Source: an optimization exercise on an open RTL-to-GDS flow (aim: small area). Production flows keep margins and buffers that such runs may drop.
Only simulation tests tie the RTL to the original design; equivalence was not proved.

==> wip/tundra <==
Design xbee_rx, start of the top module:
module xbee_rx (
    input  wire        clk,
    input  wire        rst,             
    input  wire        in_valid,
    output wire        in_ready,
    input  wire [7:0]  in_op,           
    input  wire [7:0]  in_arg,          
    output reg         out_valid,
    input  wire        out_ready,
    output reg  [1:0]  out_kind,        
    output reg  [3:0]  out_code,        
    output wire [63:0] out_src64,
    output wire [15:0] out_src16,
    output wire [7:0]  out_options,
    output wire [15:0] out_length,
    output wire [7:0]  out_checksum,
    output reg  [8:0]  out_data_len,
    input  wire [7:0]  rd_addr,
    output wire [7:0]  rd_data
);
clock: 14.0 ns
lec_check: 0
cap_margin: 35
core_margin: 2
core_utilization: 15
place_density: 0.3
slew_margin: 20
run.sh (not shown) runs the stock make flow with config.mk's settings and CLKGATE_MAP_FILE= SYNTH_SCRIPT=/design/flow/synth_recipe.tcl, a recipe that flattens the netlist after the stock synthesis.
==> wip/quartz (differences from wip/tundra) <==
==> flow/design.v (replaced) <==
module xbee_rx (
    input  wire        clk,
    input  wire        rst,             
    input  wire        in_valid,
    output wire        in_ready,
    input  wire [7:0]  in_op,           
    input  wire [7:0]  in_arg,          
    output reg         out_valid,
    input  wire        out_ready,
    output reg  [1:0]  out_kind,        
    output reg  [3:0]  out_code,        
    output wire [63:0] out_src64,
    output wire [15:0] out_src16,
    output wire [7:0]  out_options,
    output wire [15:0] out_length,
    output wire [7:0]  out_checksum,
    output reg  [8:0]  out_data_len,
    input  wire [7:0]  rd_addr,
    output wire [7:0]  rd_data
);
    localparam OP_CONNECT    = 8'h01;
    localparam OP_STOP       = 8'h02;
    localparam OP_RX_BYTE    = 8'h04;
    localparam OP_RX_ERROR   = 8'h05;
    localparam OP_RX_TIMEOUT = 8'h06;
    localparam DELIM     = 8'h7E;
    localparam TYPE_RX   = 8'h90;
    localparam RX_FIXED  = 11;
    localparam DATA_CAP  = 256;
    localparam K_STATUS = 2'd0;
    localparam K_FRAME  = 2'd1;
    localparam K_DROP   = 2'd2;
    localparam K_ERROR  = 2'd3;
    localparam E_OK           = 4'd0;
    localparam E_CONNECTION   = 4'd1;
    localparam E_ALREADY      = 4'd2;
    localparam E_TRANSPORT_RD = 4'd6;
    localparam E_TIMEOUT      = 4'd8;
    localparam E_ZERO_LENGTH  = 4'd9;
    localparam E_CHECKSUM     = 4'd10;
    localparam E_UNKNOWN_TYPE = 4'd11;
    localparam E_SHORT        = 4'd12;
    localparam E_OVERSIZE     = 4'd13;
    localparam S_IDLE  = 3'd0;
    localparam S_DELIM = 3'd1;
    localparam S_LENHI = 3'd2;
    localparam S_LENLO = 3'd3;
    localparam S_TYPE  = 3'd4;
    localparam S_BODY  = 3'd5;
    localparam S_CKSUM = 3'd6;
    reg [2:0]  rx_state;
    reg [15:0] rx_len;
    reg        rx_type_ok;      
    reg [7:0]  rx_sum;
    reg [15:0] rx_cnt;          
    reg [7:0]  rx_ck;
    reg        rx_zero;         
    reg [7:0]  hdr [0:RX_FIXED-1];
    reg [8*DATA_CAP-1:0] pay;    
    wire       take = in_valid & in_ready;
    wire [7:0] b    = in_arg;
    wire       rxb  = take & (in_op == OP_RX_BYTE);
    assign in_ready = ~out_valid;
    wire body_b   = rxb & (rx_state == S_BODY);
    wire in_hdr   = rx_cnt < 16'd13;
    wire hdr_sh   = body_b & in_hdr;
    wire pay_sh   = body_b & ~in_hdr & ~rx_zero & (b != 8'h00);
    wire [7:0] sum_all = rx_sum + b;
    reg [3:0] dec_code;
    always @* begin
        if (sum_all != 8'hFF)
            dec_code = E_CHECKSUM;
        else if (!rx_type_ok)
            dec_code = E_UNKNOWN_TYPE;
        else if (rx_len < 16'd12)
            dec_code = E_SHORT;
        else if (rx_len > 16'd12 + DATA_CAP)
            dec_code = E_OVERSIZE;
        else
            dec_code = E_OK;
    end
    always @(posedge clk) begin
        if (rst) begin
            rx_state  <= S_IDLE;
            out_valid <= 1'b0;
        end else begin
            if (out_valid && out_ready)
                out_valid <= 1'b0;
            if (take) begin
                case (in_op)
                OP_CONNECT: begin
                    out_valid <= 1'b1;
                    out_kind  <= K_STATUS;
                    if (rx_state != S_IDLE)
                        out_code <= E_ALREADY;
                    else if (!in_arg[0])
                        out_code <= E_CONNECTION;
                    else begin
                        out_code <= E_OK;
                        rx_state <= S_DELIM;
                    end
                end
                OP_STOP: begin
                    out_valid <= 1'b1;
                    out_kind  <= K_STATUS;
                    out_code  <= E_OK;
                    rx_state  <= S_IDLE;
                end
                OP_RX_ERROR: begin
                    if (rx_state != S_IDLE) begin
                        out_valid <= 1'b1;
                        out_kind  <= K_ERROR;
                        out_code  <= E_TRANSPORT_RD;
                        rx_state  <= S_DELIM;
                    end
                end
                OP_RX_TIMEOUT: begin
                    if (rx_state != S_IDLE && rx_state != S_DELIM) begin
                        out_valid <= 1'b1;
                        out_kind  <= K_ERROR;
                        out_code  <= E_TIMEOUT;
                        rx_state  <= S_DELIM;
                    end
                end
                OP_RX_BYTE: begin
                    case (rx_state)
                    S_DELIM: begin
                        if (b == DELIM)
                            rx_state <= S_LENHI;
                    end
                    S_LENHI: begin
                        rx_state <= S_LENLO;
                    end
                    S_LENLO: begin
                        rx_state <= S_TYPE;
                    end
                    S_TYPE: begin
                        if (rx_len == 16'd0) begin
                            out_valid <= 1'b1;
                            out_kind  <= K_DROP;
                            out_code  <= E_ZERO_LENGTH;
                            rx_state  <= S_DELIM;
                        end else if (rx_len == 16'd1)
                            rx_state <= S_CKSUM;
                        else
                            rx_state <= S_BODY;
                    end
                    S_BODY: begin
                        if (rx_cnt == rx_len)
                            rx_state <= S_CKSUM;
                    end
                    S_CKSUM: begin
                        out_valid <= 1'b1;
                        out_code  <= dec_code;
                        out_kind  <= (dec_code == E_OK) ? K_FRAME : K_DROP;
                        rx_state  <= S_DELIM;
                    end
                    default: ;    
                    endcase
                end
                default: ;        
                endcase
            end
        end
    end
    always @(posedge clk) begin
        if (rxb) begin
            if (rx_state == S_LENHI)
                rx_len[15:8] <= b;
            if (rx_state == S_LENLO)
                rx_len[7:0] <= b;
            if (rx_state == S_TYPE) begin
                rx_type_ok   <= (b == TYPE_RX);
                rx_sum       <= b;
                rx_cnt       <= 16'd2;
                rx_zero      <= 1'b0;
                out_data_len <= 9'd0;
            end
            if (rx_state == S_BODY) begin
                rx_sum <= rx_sum + b;
                rx_cnt <= rx_cnt + 16'd1;
                if (!in_hdr && b == 8'h00)
                    rx_zero <= 1'b1;
            end
            if (rx_state == S_CKSUM)
                rx_ck <= b;
        end
        if (pay_sh)
            out_data_len <= out_data_len + 9'd1;
    end
    integer j;
    always @(posedge clk) begin
        if (hdr_sh) begin
            hdr[0] <= b;
            for (j = 1; j < RX_FIXED; j = j + 1)
                hdr[j] <= hdr[j-1];
        end
    end
    wire [7:0]   addr = out_valid ? rd_addr : out_data_len[7:0];
    wire         keep = ~(rxb & (rx_state == S_TYPE));    
    wire [7:0]   wb   = b & {8{pay_sh}};
    wire [15:0]  hi_n, lo_n;
    wire [255:0] sel;
    xrx_predec u_phi (.a(addr[7:4]), .y_n(hi_n));
    xrx_predec u_plo (.a(addr[3:0]), .y_n(lo_n));
    genvar gp, gb, gt;
    generate
        for (gp = 0; gp < DATA_CAP; gp = gp + 1) begin : g_byte
            wire [7:0] d;
            xrx_nor2 u_s (.a(hi_n[gp/16]), .b(lo_n[gp%16]), .y(sel[gp]));
            for (gb = 0; gb < 8; gb = gb + 1) begin : g_d
                xrx_ao22 u_d (.a0(pay[8*gp+gb]), .s0(keep),
                              .a1(wb[gb]), .s1(sel[gp]), .y(d[gb]));
            end
            always @(posedge clk)
                pay[8*gp +: 8] <= d;
        end
        for (gb = 0; gb < 8; gb = gb + 1) begin : g_bit
            wire [85:0] t_n;
            for (gt = 0; gt < 85; gt = gt + 1) begin : g_t
                xrx_aoi222 u_t (
                    .a0(pay[8*(3*gt)+gb]),   .s0(sel[3*gt]),
                    .a1(pay[8*(3*gt+1)+gb]), .s1(sel[3*gt+1]),
                    .a2(pay[8*(3*gt+2)+gb]), .s2(sel[3*gt+2]),
                    .y_n(t_n[gt]));
            end
            xrx_nand2 u_last (.a(pay[8*255+gb]), .b(sel[255]), .y(t_n[85]));
            xrx_nand_all #(.N(86)) u_or (.a_n(t_n), .y(rd_data[gb]));
        end
    endgenerate
    assign out_src64    = {hdr[10], hdr[9], hdr[8], hdr[7],
                           hdr[6], hdr[5], hdr[4], hdr[3]};
    assign out_src16    = {hdr[2], hdr[1]};
    assign out_options  = hdr[0];
    assign out_length   = rx_len;
    assign out_checksum = rx_ck;
endmodule
module xrx_ao22 (
    input  wire a0, s0, a1, s1,
    output wire y
);
    assign y = (a0 & s0) | (a1 & s1);
endmodule
module xrx_aoi222 (
    input  wire a0, s0, a1, s1, a2, s2,
    output wire y_n
);
    assign y_n = ~((a0 & s0) | (a1 & s1) | (a2 & s2));
endmodule
module xrx_nand2 (
    input  wire a, b,
    output wire y
);
    assign y = ~(a & b);
endmodule
module xrx_nor2 (
    input  wire a, b,
    output wire y
);
    assign y = ~(a | b);
endmodule
module xrx_predec (
    input  wire [3:0]  a,
    output wire [15:0] y_n
);
    genvar k;
    generate
        for (k = 0; k < 16; k = k + 1) begin : g_k
            assign y_n[k] = ~(a == k);
        end
    endgenerate
endmodule
module xrx_nand_all #(parameter N = 2) (
    input  wire [N-1:0] a_n,
    output wire         y
);
    assign y = ~&a_n;
endmodule
==> flow/config.mk (replaced) <==
export PLATFORM = sky130hd
export DESIGN_NAME = xbee_rx
export DESIGN_NICKNAME = xbee_rx
export VERILOG_FILES = /design/flow/design.v
export SDC_FILE = /design/flow/constraint.sdc
export NUM_CORES = 4
export LEC_CHECK = 0
export CAP_MARGIN = 0
export CORE_MARGIN = 2
export CORE_UTILIZATION = 60
export CTS_CLUSTER_DIAMETER = 80
export CTS_CLUSTER_SIZE = 24
export PLACE_DENSITY = 0.7
export SLEW_MARGIN = 0
export SYNTH_HIERARCHICAL = 1
==> impl_metrics.py <==
metrics = {
    "run_status": {
        "outcome": "complete, no violations",
    },
    "yosys": {
        "yosys-top-cells-area": "edfxtp_1, a22oi_1, nor2_1, nor4_1, nand2_1",
        "ys_ff_latch": 2211,
        "yosysMostFrequentCell": "edfxtp_1",
    },
    "global_route": {
        "antenna_found_initial": 405,
    },
    "floorplanning": {
        "design.core.area_sq_um": 646000,
    },
    "setup_path": {
        "crit_start": "rd_addr[1]",
        "r2r_cells": 21,
    },
    "place": {
        "dpl_cell_area_sq_um": 121000,
        "hpwl_mm": 1100,
    },
    "power_and_ir_drop": {
        "p_sw_w": 0.00414,
        "p_per_area_nw_per_um2": 121,
        "p_seq_frac": 0.453,
    },
    "final_layout": {
        "drive_above_1_share": 0.233,
        "fill_cells": 69500,
    },
    "worst_hold_path": {
        "hold_start": "rx_type[5]",
    },
}
[end of results for wip/tundra]
==> impl_metrics.py <==
metrics = {
    "power_and_ir_drop": {
        "p_seq_frac": 0.650,
        "p_per_area_nw_per_um2": 117,
    },
    "final_layout": {
        "drive_above_1_share": 0.0631,
        "fill_cells": 9345,
    },
    "worst_hold_path": {
        "hold_start": "hdr[0][2]",
    },
    "yosys": {
        "ys_ff_latch": 2205,
        "yosysMostFrequentCell": "dfxtp_1",
    },
    "global_route": {
        "antenna_found_initial": 4,
    },
    "run_status": {
        "outcome": "complete, no violations",
    },
    "place": {
        "dpl_cell_area_sq_um": 80600,
    },
}
[end of results for wip/quartz]

==> port drivers added, routing unchanged <==
Ports are ideal in the flow. The routed layouts listed here were re-timed in OpenROAD. Step 1 assumes that a clkbuf_16 drives the clock port and a buf_2 every other input. Step 2, shift: input delay + t, output delay - t, t = (earliest + latest rising clock arrival at the registers) / 2. This alone moves slack from input paths to output paths. Three values: ideal ports, drivers, drivers and shift; two values: the first two.
run | t (ns) | setup WS [ns] | worst hold slack (ns) | latest minus earliest clock arrival (ns) | pins driven straight from the clock port
wip/tundra | 1.164 | 0.035 / 0.006 / 0.006 | 0.453 / 0.453 / 0.453 | 0.108 / 0.108 | 1
wip/quartz | 0.815 | 2.489 / 2.466 / 2.466 | 0.449 / 0.449 / 0.449 | 0.029 / 0.030 | 1
After both steps setup and hold are still met in every run listed. The setup slack of wip/tundra, which loses most, moves by -0.029 ns with the drivers and by -0.029 ns with both steps.
